What follows belongs to an exercise in optimizing a design on an open flow for small area; a production flow would make more cautious choices.
The RTL was checked by simulation tests, not by an equivalence proof against the original design.
Power figures rest on the tool's default switching activity, not on a simulated workload.

$ cat design/flow/run.sh
#!/bin/bash
# synth_recipe.tcl (not shown) runs the flow's synth.tcl, then flattens the netlist and writes it again
# the make line also repeats each setting of config.mk as NAME=value (left out here)
make -C /OpenROAD-flow-scripts/flow DESIGN_CONFIG=/design/flow/config.mk WORK_HOME=/design/flow/orfs CLKGATE_MAP_FILE= SYNTH_SCRIPT=/design/flow/synth_recipe.tcl finish
$ cat design/flow/config.mk
export PLATFORM = sky130hd
export DESIGN_NAME = horn_core
export DESIGN_NICKNAME = horn_core
export VERILOG_FILES = /design/flow/design.v
export SDC_FILE = /design/flow/constraint.sdc
export NUM_CORES = 4
export LEC_CHECK = 0
export CAP_MARGIN = 30
export CORE_MARGIN = 2
export CORE_UTILIZATION = 40
export SLEW_MARGIN = 30
$ cat design/flow/constraint.sdc
create_clock -name core_clock -period 200.0 [get_ports {clk}]
set_input_delay 40.0000 -clock core_clock [delete_from_list [all_inputs] [get_ports {clk}]]
set_output_delay 40.0000 -clock core_clock [all_outputs]
set_load 0.01 [all_outputs]
$ cat design/flow/design.v
module pwm_calc #(
    parameter integer CLOCK_HZ   = 16000000,
    parameter integer PRESCALER  = 8,
    parameter integer MIN_FREQ   = 20,
    parameter integer MAX_FREQ   = 20000,
    parameter integer PERIOD_MAX = 65535,
    parameter integer PERIOD_W   = 16
) (
    input  wire [15:0]         freq,
    input  wire [7:0]          duty,
    output reg  [PERIOD_W-1:0] period,
    output reg  [PERIOD_W-1:0] compare
);
    localparam [31:0] TIMER_HZ = CLOCK_HZ / PRESCALER;
    reg [15:0] f;
    reg [7:0]  d;
    reg [31:0] q;
    reg [31:0] raw;
    reg [31:0] prod;
    always @* begin
        if (freq < MIN_FREQ)      f = MIN_FREQ;
        else if (freq > MAX_FREQ) f = MAX_FREQ;
        else                      f = freq;
        d = (duty > 8'd100) ? 8'd100 : duty;
        q   = TIMER_HZ / {16'd0, f};
        raw = (q >= 32'd1) ? q - 32'd1 : 32'd0;
        if (raw > PERIOD_MAX) period = PERIOD_MAX;
        else                  period = raw[PERIOD_W-1:0];
        prod = {{(32-PERIOD_W){1'b0}}, period} * {24'd0, d};
        if (d == 8'd100) compare = period;
        else             compare = prod / 32'd100;
    end
endmodule
module pattern_rom (
    input  wire [2:0]  pat,       
    output reg  [7:0]  base,      
    input  wire [7:0]  addr,
    output reg  [39:0] word
);
    always @* begin
        case (pat)
            3'd0:    base = 8'd0;    
            3'd1:    base = 8'd2;    
            3'd2:    base = 8'd5;    
            3'd3:    base = 8'd8;    
            3'd4:    base = 8'd12;   
            default: base = 8'd0;    
        endcase
    end
    always @* begin
        case (addr)
            8'd0:    word = {16'd5, 16'd440,  8'd100};
            8'd1:    word = 40'd0;
            8'd2:    word = {16'd3, 16'd2000, 8'd50};
            8'd3:    word = {16'd2, 16'd2000, 8'd25};
            8'd4:    word = 40'd0;
            8'd5:    word = {16'd2, 16'd1000, 8'd50};
            8'd6:    word = {16'd2, 16'd1500, 8'd50};
            8'd7:    word = 40'd0;
            8'd8:    word = {16'd2, 16'd800,  8'd100};
            8'd9:    word = {16'd1, 16'd10,   8'd0};
            8'd10:   word = {16'd2, 16'd800,  8'd30};
            8'd11:   word = 40'd0;
            8'd12:   word = {16'd4, 16'd440,  8'd50};
            8'd13:   word = 40'd0;
            default: word = 40'd0;
        endcase
    end
endmodule
module horn_core #(
    parameter integer TICK_W          = 16,
    parameter         SW_ACTIVE_LEVEL = 1'b0,
    parameter integer DEB_MAX         = 10,
    parameter integer DEB_PRESS       = 3,
    parameter integer DEB_RELEASE     = 4,
    parameter integer DEB_SEED        = 0,
    parameter integer T_KILL          = 3,
    parameter integer T_MAX_HONK      = 20,
    parameter integer T_COMMIT_INIT   = 2,
    parameter integer T_COMMIT        = 4,
    parameter integer T_REBEEP_WAIT   = 5,
    parameter integer LV_COUNT_MAX    = 6,
    parameter integer LV_CONFIRM      = 4,
    parameter         ENDBEEP_FALLS_INTO_DEAD = 1'b1
) (
    input  wire              clk,
    input  wire              rst,           
    input  wire [31:0]       cmd,
    input  wire [TICK_W-1:0] tick,
    input  wire              raw_level,
    input  wire              cmp_tripped,
    input  wire              config_mode,
    input  wire              charging,
    output reg  [15:0]       tone_period,
    output reg  [15:0]       tone_compare,
    output reg               horn_out,
    output reg               ind_red,
    output reg               cmp_sel,
    output reg               sw_status,
    output reg               seq_active,
    output reg  [2:0]        lvg_state,
    output reg               res_bool,
    output reg  [15:0]       res_period,
    output reg  [15:0]       res_compare,
    output reg               cmd_err
);
    localparam [3:0] OP_NOP        = 4'd0,
                     OP_POLL       = 4'd1,
                     OP_SW_UPDATE  = 4'd2,
                     OP_SW_GET     = 4'd3,
                     OP_SW_CLEAR   = 4'd4,
                     OP_SEQ_START  = 4'd5,
                     OP_SEQ_UPDATE = 4'd6,
                     OP_SEQ_ABORT  = 4'd7,
                     OP_PWM_CALC   = 4'd8,
                     OP_LVG_UPDATE = 4'd9;
    localparam [2:0] S_INIT = 3'd0,
                     S_KILL = 3'd1,
                     S_CB   = 3'd2,
                     S_CHI  = 3'd3,
                     S_CHA  = 3'd4,
                     S_EB   = 3'd5,
                     S_DEAD = 3'd6;
    localparam [2:0] PAT_BELL_DECAY    = 3'd1,
                     PAT_CHARGE_CHIME  = 3'd2,
                     PAT_LOWBATT_CHIME = 3'd3,
                     PAT_MINI_HONK     = 3'd4;
    localparam [1:0] TONE_KEEP  = 2'd0,
                     TONE_START = 2'd1,    
                     TONE_STEP  = 2'd2,    
                     TONE_OFF   = 2'd3;    
    reg [3:0]        sw_count;
    reg [TICK_W-1:0] sw_last_tick;
    reg [2:0]        seq_pattern;
    reg [7:0]        seq_index;
    reg [15:0]       seq_remaining;
    reg [TICK_W-1:0] seq_last_tick;
    reg [15:0]       guard_timer;
    reg [15:0]       commit_timer;
    reg [2:0]        lv_count;
    reg              lv_sticky;
    reg [2:0]        sel_pattern;
    reg [TICK_W-1:0] lvg_last_tick;
    wire [3:0] op  = cmd[31:28];
    wire [2:0] pat = cmd[2:0];
    function [15:0] sat_dec16(input [15:0] v);
        sat_dec16 = (v != 16'd0) ? v - 16'd1 : 16'd0;
    endfunction
    function [2:0] release_pattern(input mode);
        release_pattern = mode ? PAT_MINI_HONK : PAT_BELL_DECAY;
    endfunction
    reg [2:0] start_pat;
    always @* begin
        if (op == OP_SEQ_START)    start_pat = pat;
        else if (lvg_state == S_CHA) start_pat = sel_pattern;
        else                       start_pat = PAT_LOWBATT_CHIME;
    end
    wire [7:0]  start_base, step_base;
    wire [39:0] start_word, step_word;
    pattern_rom u_rom_start (
        .pat  (start_pat),
        .base (start_base),
        .addr (start_base),
        .word (start_word)
    );
    pattern_rom u_rom_step (
        .pat  (seq_pattern),
        .base (step_base),
        .addr (step_base + seq_index + 8'd1),
        .word (step_word)
    );
    wire [15:0] start_dur = start_word[39:24];
    wire [15:0] step_dur  = step_word[39:24];
    reg              upd_playing;
    reg              upd_tone;
    reg [7:0]        upd_index;
    reg [15:0]       upd_remaining;
    reg              upd_active;
    always @* begin
        upd_playing   = seq_active;
        upd_tone      = 1'b0;
        upd_index     = seq_index;
        upd_remaining = seq_remaining;
        upd_active    = seq_active;
        if (tick != seq_last_tick) begin
            if (!seq_active) begin
                upd_playing = 1'b0;
            end else if (seq_remaining != 16'd0) begin
                upd_remaining = seq_remaining - 16'd1;
                upd_playing   = 1'b1;
            end else if (step_dur != 16'd0) begin
                upd_index     = seq_index + 8'd1;
                upd_remaining = step_dur;
                upd_tone      = 1'b1;
                upd_playing   = 1'b1;
            end else begin
                upd_active    = 1'b0;
                upd_playing   = 1'b0;
            end
        end
    end
    reg [3:0]        n_sw_count;
    reg              n_sw_status;
    reg [TICK_W-1:0] n_sw_last_tick;
    reg [2:0]        n_seq_pattern;
    reg [7:0]        n_seq_index;
    reg [15:0]       n_seq_remaining;
    reg [TICK_W-1:0] n_seq_last_tick;
    reg              n_seq_active;
    reg              n_horn_out;
    reg              n_ind_red;
    reg              n_cmp_sel;
    reg [2:0]        n_lvg_state;
    reg [15:0]       n_guard_timer;
    reg [15:0]       n_commit_timer;
    reg [2:0]        n_lv_count;
    reg              n_lv_sticky;
    reg [2:0]        n_sel_pattern;
    reg [TICK_W-1:0] n_lvg_last_tick;
    reg [1:0]        n_tone;
    reg              n_res_bool;
    reg              n_cmd_err;
    reg              sw;
    reg              do_sw;
    reg              do_lvg;
    task seq_start;
        begin
            n_seq_pattern   = start_pat;
            n_seq_index     = 8'd0;
            n_seq_remaining = start_dur;
            n_seq_last_tick = tick;
            if (start_dur == 16'd0) begin
                n_seq_active = 1'b0;
            end else begin
                n_seq_active = 1'b1;
                n_tone       = TONE_START;
            end
        end
    endtask
    task seq_update;
        begin
            n_seq_last_tick = tick;
            n_seq_index     = upd_index;
            n_seq_remaining = upd_remaining;
            n_seq_active    = upd_active;
            if (upd_tone) n_tone = TONE_STEP;
        end
    endtask
    task horn_off;
        begin
            n_horn_out = 1'b0;
            n_tone     = TONE_OFF;
        end
    endtask
    task enter_active;
        begin
            n_guard_timer  = T_MAX_HONK;
            n_commit_timer = T_COMMIT;
            n_sel_pattern  = release_pattern(config_mode);
            n_lvg_state    = S_CHA;
        end
    endtask
    always @* begin
        n_sw_count      = sw_count;
        n_sw_status     = sw_status;
        n_sw_last_tick  = sw_last_tick;
        n_seq_pattern   = seq_pattern;
        n_seq_index     = seq_index;
        n_seq_remaining = seq_remaining;
        n_seq_last_tick = seq_last_tick;
        n_seq_active    = seq_active;
        n_horn_out      = horn_out;
        n_ind_red       = ind_red;
        n_cmp_sel       = cmp_sel;
        n_lvg_state     = lvg_state;
        n_guard_timer   = guard_timer;
        n_commit_timer  = commit_timer;
        n_lv_count      = lv_count;
        n_lv_sticky     = lv_sticky;
        n_sel_pattern   = sel_pattern;
        n_lvg_last_tick = lvg_last_tick;
        n_tone          = TONE_KEEP;
        n_res_bool      = 1'b0;
        n_cmd_err       = 1'b0;
        sw              = 1'b0;
        do_sw  = (op == OP_POLL) || (op == OP_SW_UPDATE);
        do_lvg = ((op == OP_POLL) && !charging) || (op == OP_LVG_UPDATE);
        if (do_sw && tick != sw_last_tick) begin
            n_sw_last_tick = tick;
            if (raw_level == SW_ACTIVE_LEVEL) begin
                if (n_sw_count < DEB_MAX) begin
                    n_sw_count = n_sw_count + 4'd1;
                    if (n_sw_count == DEB_PRESS) begin
                        n_sw_status = 1'b1;
                        n_sw_count  = DEB_MAX;
                    end
                end
            end else begin
                if (n_sw_count > 4'd0) begin
                    n_sw_count = n_sw_count - 4'd1;
                    if (n_sw_count == DEB_MAX - DEB_RELEASE) begin
                        n_sw_status = 1'b0;
                        n_sw_count  = 4'd0;
                    end
                end
            end
        end
        case (op)
            OP_NOP, OP_POLL, OP_SW_UPDATE, OP_PWM_CALC, OP_LVG_UPDATE: ;
            OP_SW_GET:     n_res_bool  = sw_status;
            OP_SW_CLEAR:   n_sw_status = 1'b0;
            OP_SEQ_START:  if (pat <= 3'd4) seq_start;
                           else             n_cmd_err = 1'b1;
            OP_SEQ_UPDATE: if (tick != seq_last_tick) begin
                               seq_update;
                               n_res_bool = upd_playing;
                           end else begin
                               n_res_bool = seq_active;
                           end
            OP_SEQ_ABORT:  n_seq_active = 1'b0;
            default:       n_cmd_err = 1'b1;    
        endcase
        if (do_lvg && tick != lvg_last_tick) begin
            n_lvg_last_tick = tick;
            sw = n_sw_status;
            case (lvg_state)
                S_INIT: begin
                    n_cmp_sel      = 1'b0;
                    n_guard_timer  = T_KILL;
                    n_lv_count     = 3'd0;
                    n_lv_sticky    = 1'b0;
                    n_commit_timer = T_COMMIT_INIT;
                    n_sel_pattern  = sw ? release_pattern(config_mode)
                                        : PAT_CHARGE_CHIME;
                    n_lvg_state    = S_KILL;
                end
                S_KILL: begin
                    if (cmp_tripped) begin
                        n_lvg_state = S_DEAD;
                    end else begin
                        n_guard_timer = sat_dec16(guard_timer);
                        if (n_guard_timer == 16'd0) begin
                            n_cmp_sel     = 1'b1;
                            n_guard_timer = T_MAX_HONK;
                            n_lvg_state   = S_CHA;
                        end
                    end
                end
                S_CB: begin
                    if (tick != seq_last_tick) seq_update;
                    if (upd_playing) begin
                        if (sw) begin
                            n_seq_active = 1'b0;      
                            enter_active;
                        end
                    end else begin
                        if (lv_sticky) begin
                            seq_start;                
                            n_lvg_state = S_EB;
                        end else begin
                            n_guard_timer = T_REBEEP_WAIT;
                            n_lvg_state   = S_CHI;
                        end
                    end
                end
                S_CHI: begin
                    horn_off;
                    if (sw) begin
                        enter_active;
                    end else begin
                        n_guard_timer = sat_dec16(guard_timer);
                        if (n_guard_timer == 16'd0 && lv_sticky) begin
                            seq_start;                
                            n_lvg_state = S_EB;
                        end
                    end
                end
                S_CHA: begin
                    if (sw) begin
                        n_sel_pattern  = release_pattern(config_mode);
                        n_commit_timer = sat_dec16(commit_timer);
                        if (n_commit_timer == 16'd0) n_horn_out = 1'b1;
                        if (cmp_tripped) begin
                            if (lv_count < LV_COUNT_MAX) n_lv_count = lv_count + 3'd1;
                            if (n_lv_count >= LV_CONFIRM) n_lv_sticky = 1'b1;
                        end else begin
                            if (lv_count != 3'd0) n_lv_count = lv_count - 3'd1;
                        end
                        n_guard_timer = sat_dec16(guard_timer);
                        if (n_guard_timer == 16'd0) n_sw_status = 1'b0;    
                    end else begin
                        n_horn_out  = 1'b0;
                        seq_start;                    
                        n_lvg_state = S_CB;
                    end
                end
                S_EB: begin
                    if (sw) begin
                        n_seq_active = 1'b0;          
                        enter_active;
                    end else begin
                        if (tick != seq_last_tick) seq_update;
                        if (!upd_playing) begin
                            horn_off;
                            n_guard_timer = 16'd0;
                        end
                    end
                    if (ENDBEEP_FALLS_INTO_DEAD) n_ind_red = 1'b1;
                end
                default: begin                        
                    n_ind_red = 1'b1;
                end
            endcase
        end
    end
    wire [39:0] tone_word = (n_tone == TONE_START) ? start_word : step_word;
    wire [15:0] seq_period, seq_compare;
    wire [15:0] cmd_period, cmd_compare;
    pwm_calc u_calc_seq (
        .freq    (tone_word[23:8]),
        .duty    (tone_word[7:0]),
        .period  (seq_period),
        .compare (seq_compare)
    );
    pwm_calc u_calc_cmd (
        .freq    (cmd[23:8]),
        .duty    (cmd[7:0]),
        .period  (cmd_period),
        .compare (cmd_compare)
    );
    always @(posedge clk) begin
        if (rst) begin
            sw_count      <= DEB_SEED;
            sw_status     <= 1'b0;
            sw_last_tick  <= {TICK_W{1'b0}};
            seq_pattern   <= 3'd0;
            seq_index     <= 8'd0;
            seq_remaining <= 16'd0;
            seq_last_tick <= {TICK_W{1'b0}};
            seq_active    <= 1'b0;
            tone_period   <= 16'd0;
            tone_compare  <= 16'd0;
            horn_out      <= 1'b0;
            ind_red       <= 1'b0;
            cmp_sel       <= 1'b0;
            lvg_state     <= S_INIT;
            guard_timer   <= 16'd0;
            commit_timer  <= 16'd0;
            lv_count      <= 3'd0;
            lv_sticky     <= 1'b0;
            sel_pattern   <= PAT_CHARGE_CHIME;
            lvg_last_tick <= {TICK_W{1'b0}};
            res_bool      <= 1'b0;
            res_period    <= 16'd0;
            res_compare   <= 16'd0;
            cmd_err       <= 1'b0;
        end else begin
            sw_count      <= n_sw_count;
            sw_status     <= n_sw_status;
            sw_last_tick  <= n_sw_last_tick;
            seq_pattern   <= n_seq_pattern;
            seq_index     <= n_seq_index;
            seq_remaining <= n_seq_remaining;
            seq_last_tick <= n_seq_last_tick;
            seq_active    <= n_seq_active;
            horn_out      <= n_horn_out;
            ind_red       <= n_ind_red;
            cmp_sel       <= n_cmp_sel;
            lvg_state     <= n_lvg_state;
            guard_timer   <= n_guard_timer;
            commit_timer  <= n_commit_timer;
            lv_count      <= n_lv_count;
            lv_sticky     <= n_lv_sticky;
            sel_pattern   <= n_sel_pattern;
            lvg_last_tick <= n_lvg_last_tick;
            case (n_tone)
                TONE_START, TONE_STEP: begin
                    tone_period  <= seq_period;
                    tone_compare <= seq_compare;
                end
                TONE_OFF:  tone_compare <= 16'd0;
                default: ;
            endcase
            res_bool      <= n_res_bool;
            res_period    <= (op == OP_PWM_CALC) ? cmd_period  : 16'd0;
            res_compare   <= (op == OP_PWM_CALC) ? cmd_compare : 16'd0;
            cmd_err       <= n_cmd_err;
        end
    end
endmodule
==> run summary <==
-- layout by cell type (no fill, tap or decap), types with 55 or more instances in the layout --
cell type / instances
nor2b_1: 94
o21a_1: 123
xnor2_1: 465
or3_1: 87
fa_1: 155
nand3_1: 247
nand2_1: 818
o31ai_1: 109
nor2_1: 1058
a211oi_1: 93
o21bai_1: 108
clkdlybuf4s50_1: 122
a21o_1: 275
o211ai_1: 80
o21ai_1: 61
nor3_1: 273
and2_1: 118
a21boi_0: 55
inv_1: 553
ha_1: 715
nor4_1: 73
nand2b_1: 210
buf_4: 108
o21ai_0: 618
a31oi_1: 90
mux2i_1: 115
and3_1: 83
or2_2: 66
xor2_1: 209
nand4_1: 90
dfxtp_1: 192
mux2_2: 195
a21oi_1: 868
-- logic make-up (layout without fill, tap and decap cells) --
family                     Yosys count  in the layout
and+or+nand+nor                   3651           3651
DFF                                192            192
adders and majority gates          875            875
xor gates and xnor gates           683            683
AOI/OAI and AO/OA                 3210           3210
other                                2             46
muxes                              321            321
buffers and inverters              912            824
-- cell usage after synthesis (all sizes together), types with 97 or more instances --
| cell | number | share of area [%] |
|---|---|---|
| nor2 | 1098 | 6.0 |
| a21oi | 890 | 6.5 |
| nand2 | 835 | 4.6 |
| ha | 715 | 13 |
| o21ai | 693 | 5.0 |
| inv | 556 | 3.0 |
| xnor2 | 469 | 5.9 |
| a21o | 302 | 3.3 |
| nor3 | 297 | 2.3 |
| nand3 | 263 | 2.0 |
| clkbuf | 260 | 1.9 |
| xor2 | 213 | 2.7 |
| nand2b | 211 | 1.9 |
| mux2 | 200 | 3.2 |
| dfxtp | 192 | 5.5 |
| fa | 155 | 4.4 |
| and2 | 144 | 1.3 |
| o21a | 126 | 1.4 |
| mux2i | 121 | 1.8 |
| o31ai | 116 | 1.3 |
| and3 | 113 | 1.1 |
| o21bai | 108 | 1.2 |
| a211oi | 106 | 1.3 |
| or3 | 99 | 0.93 |
| a31oi | 97 | 0.94 |
-- final cells by class --
class | instances | area, um2 | area share, %
sequential | 192 | 3844 | 5.185
antenna | 1 | 2.502 | 0.003376
clock inverter | 14 | 195.2 | 0.2633
clock buffer | 18 | 439.2 | 0.5924
inverter | 561 | 2107 | 2.842
multi-input combinational | 8785 | 62580 | 84.42
timing repair buffer | 231 | 2052 | 2.768
tap | 2325 | 2909 | 3.924
-- through the flow --
step	util [%]	area, um2	hold WS, ns	cells
after CTS	42.57	74080	0.4670	12130
after floorplan	-	70300	0.4434	9889
after global routing	42.60	74130	0.4850	12130
after detailed placement	42.21	73450	0.4564	12090
after global placement	42.19	73410	0.4483	12090
final	42.60	74130	0.4657	12130
-- metal layers --
metal,part of all wire [%],global-route usage [%],vias to the layer above
li1,-,-,35990
met1,47,31.21,34340
met2,46,37.92,1804
met3,4.4,1.343,245
met4,2.4,6.232,2
met5,0.0061,0,-
==> results.yml <==
status:
  run_status: "timing/DRC/antenna clean"
floorplan:
  die_h_um: 422.8
  placeableCoreArea_um2: 174000
  die_x_um: 422.8
  ioPinCount: 128
  num_rows: 153
  dieArea_um2: 178700
  start_util_pct: 40.31
pwr:
  pg_clk_uw: 39.0
  power_frac_comb_pct: 100.0
  p_total_mw: 240.3
  p_comb_mw: 240
  power_density_nw_per_um2: 3242
  peakVddDrop_mv: 3.320
  maxPowerGroup: "combinational cells"
  swShare_pct: 62.46
  seqPwrFrac_pct: 0
  switchingPower_mw: 150.1
  p_int_mw: 90.22
  p_clk_share_pct: 0
  leakage_nw: 31.26
  p_seq_uw: 42.1
sta:
  finalWorstSetupSlack_ns: 36.86
  fin_crit_ns: 163.14
  hold_violations: 0
  clock_skew_ns: 0.01761
  max-slew-margin-rel_pct: 35.60
  slew_violations: 0
  grt_setup_unrepaired: "no"
  finalCritPeriodShare_pct: 81.57
  setup_viol: 0
  worstMarginPinSlew_ns: 0.9587
  max_clock_freq_ghz: 0.006130
  fin_setup_tns_ns: 0
critical_path:
  cp_max_fo: 40
  slowest_delay_ns: 0.71
  crit_cells: 593
  reg2reg_slack_ns: 83.45
  crit_path_end_kind: "flop"
  crit-reg2reg-launch: "seq_pattern[2]"
  rr_worst_depth: 496
  criticalPathCategory: "input port to flop"
  cp_slowest_cell: "a21oi_1"
  crit_top_cell: "a21oi_1"
  arrival_ns: 163.48
  start_kind: "input port"
  r2r-end: "tone_compare[1]"
  cp-startpoint: "cmd[8]"
  critPathCapture: "res_compare[0]"
  critPathRequiredTime_ns: 200.34
  crit_buf_inv: 23
  critPathTopFamily: "compound AO/OA/AOI/OAI gates"
finish:
  fin_nets: 10710
  fillers: 17860
  area_growth_pct: 5.688
  layout-drive-gt1-share_pct: 9.479
hold_path:
  hold_end: "seq_last_tick[9]"
  holdPathStages: 2
  hold_path_startpoint: "seq_last_tick[9]"
  hold_class: "flop to flop"
clocking:
  cts_root_buf: "clkbuf_16"
  cts_resized: 0
  cts_tree: "yes"
  cts_hold_buffers: 0
  h-tree-depth: 4
  cts_made_buffers: 17
  clockBufferDepth: 2
  clk_pin_slew_ns: 0.08
  clock_sinks: 192
  clk-insertion-delay-late_ns: 0.51
  cts_setup_buffers: 0
routing:
  dr.first_iter.drc_count: 5145
  wl_per_cell_um: 17.46
  drc: 0
  vias: 72380
  first_pass_iters: 6
  ant_nets: 0
  viasPerCell: 5.969
  wl_um: 211700
flow_run:
  cap_violations: 0
synthesis:
  synthArstFlopShare_pct: 0
  avgSynthCellArea_um2: 7.124
  synth_ff_type: "dfxtp_1"
  synthXorXnorAreaFrac_pct: 8.601
  synth_cell_types: 205
  muxShareOfSynthArea_pct: 5.004
  synth_compound_area_share_pct: 31.01
  synth_fa_ha_area_share_pct: 17.25
  ys_seq_area_share_pct: 5.480
  synth_edf_count: 0
  synth_simple_gate_area_share_pct: 26.75
  synth_top_family_by_area: "compound AO/OA/AOI/OAI gates"
  ys_seq_elements: 192
  synth_cells: 9846
  synth_area_um2: 70140
  yosys_warnings: 3
place:
  dp_slack_ns: 37.92
  dp_hpwl_um: 166500
  numPortBuffers: 123
  gp_congestion: 0.9103
global_route:
  grt_pass1_wl_um: 347400
  grt_use_total_pct: 22.63
  grt_max_degree: 87
  grt-ovfl-total: 0
  grt_pass1_vias: 68460
  antenna_found_initial: 5

==> afterwards: timing with drivers on the ports <==
How much do the figures lean on ideal ports? The routed layout below was timed once more, with nothing changed but the port constraints. Step 1 sets driving cells, clkbuf_16 on the clock port and buf_2 on the other inputs (assumed; they add their load-dependent delay and slew). Step 2 moves the port delays by t, midway between the first and last clock arrival at a register: inputs arrive t later, outputs are due t later. That takes back most of the time a late clock gives input paths. a / b / c = ideal / step 1 / step 2; a / b = the first two.
t (ns): 0.556
setup WS [ns]: 36.863 / 36.889 / 36.333
worst hold slack (ns): 0.466 / 0.466 / 0.466
latest minus earliest clock arrival (ns): 0.021 / 0.020
worst slew at a driven data input, ns: 0.17
After both steps this run still meets setup and hold. For this run, drivers alone change the setup slack by +0.026 ns; drivers and shift together by -0.530 ns.
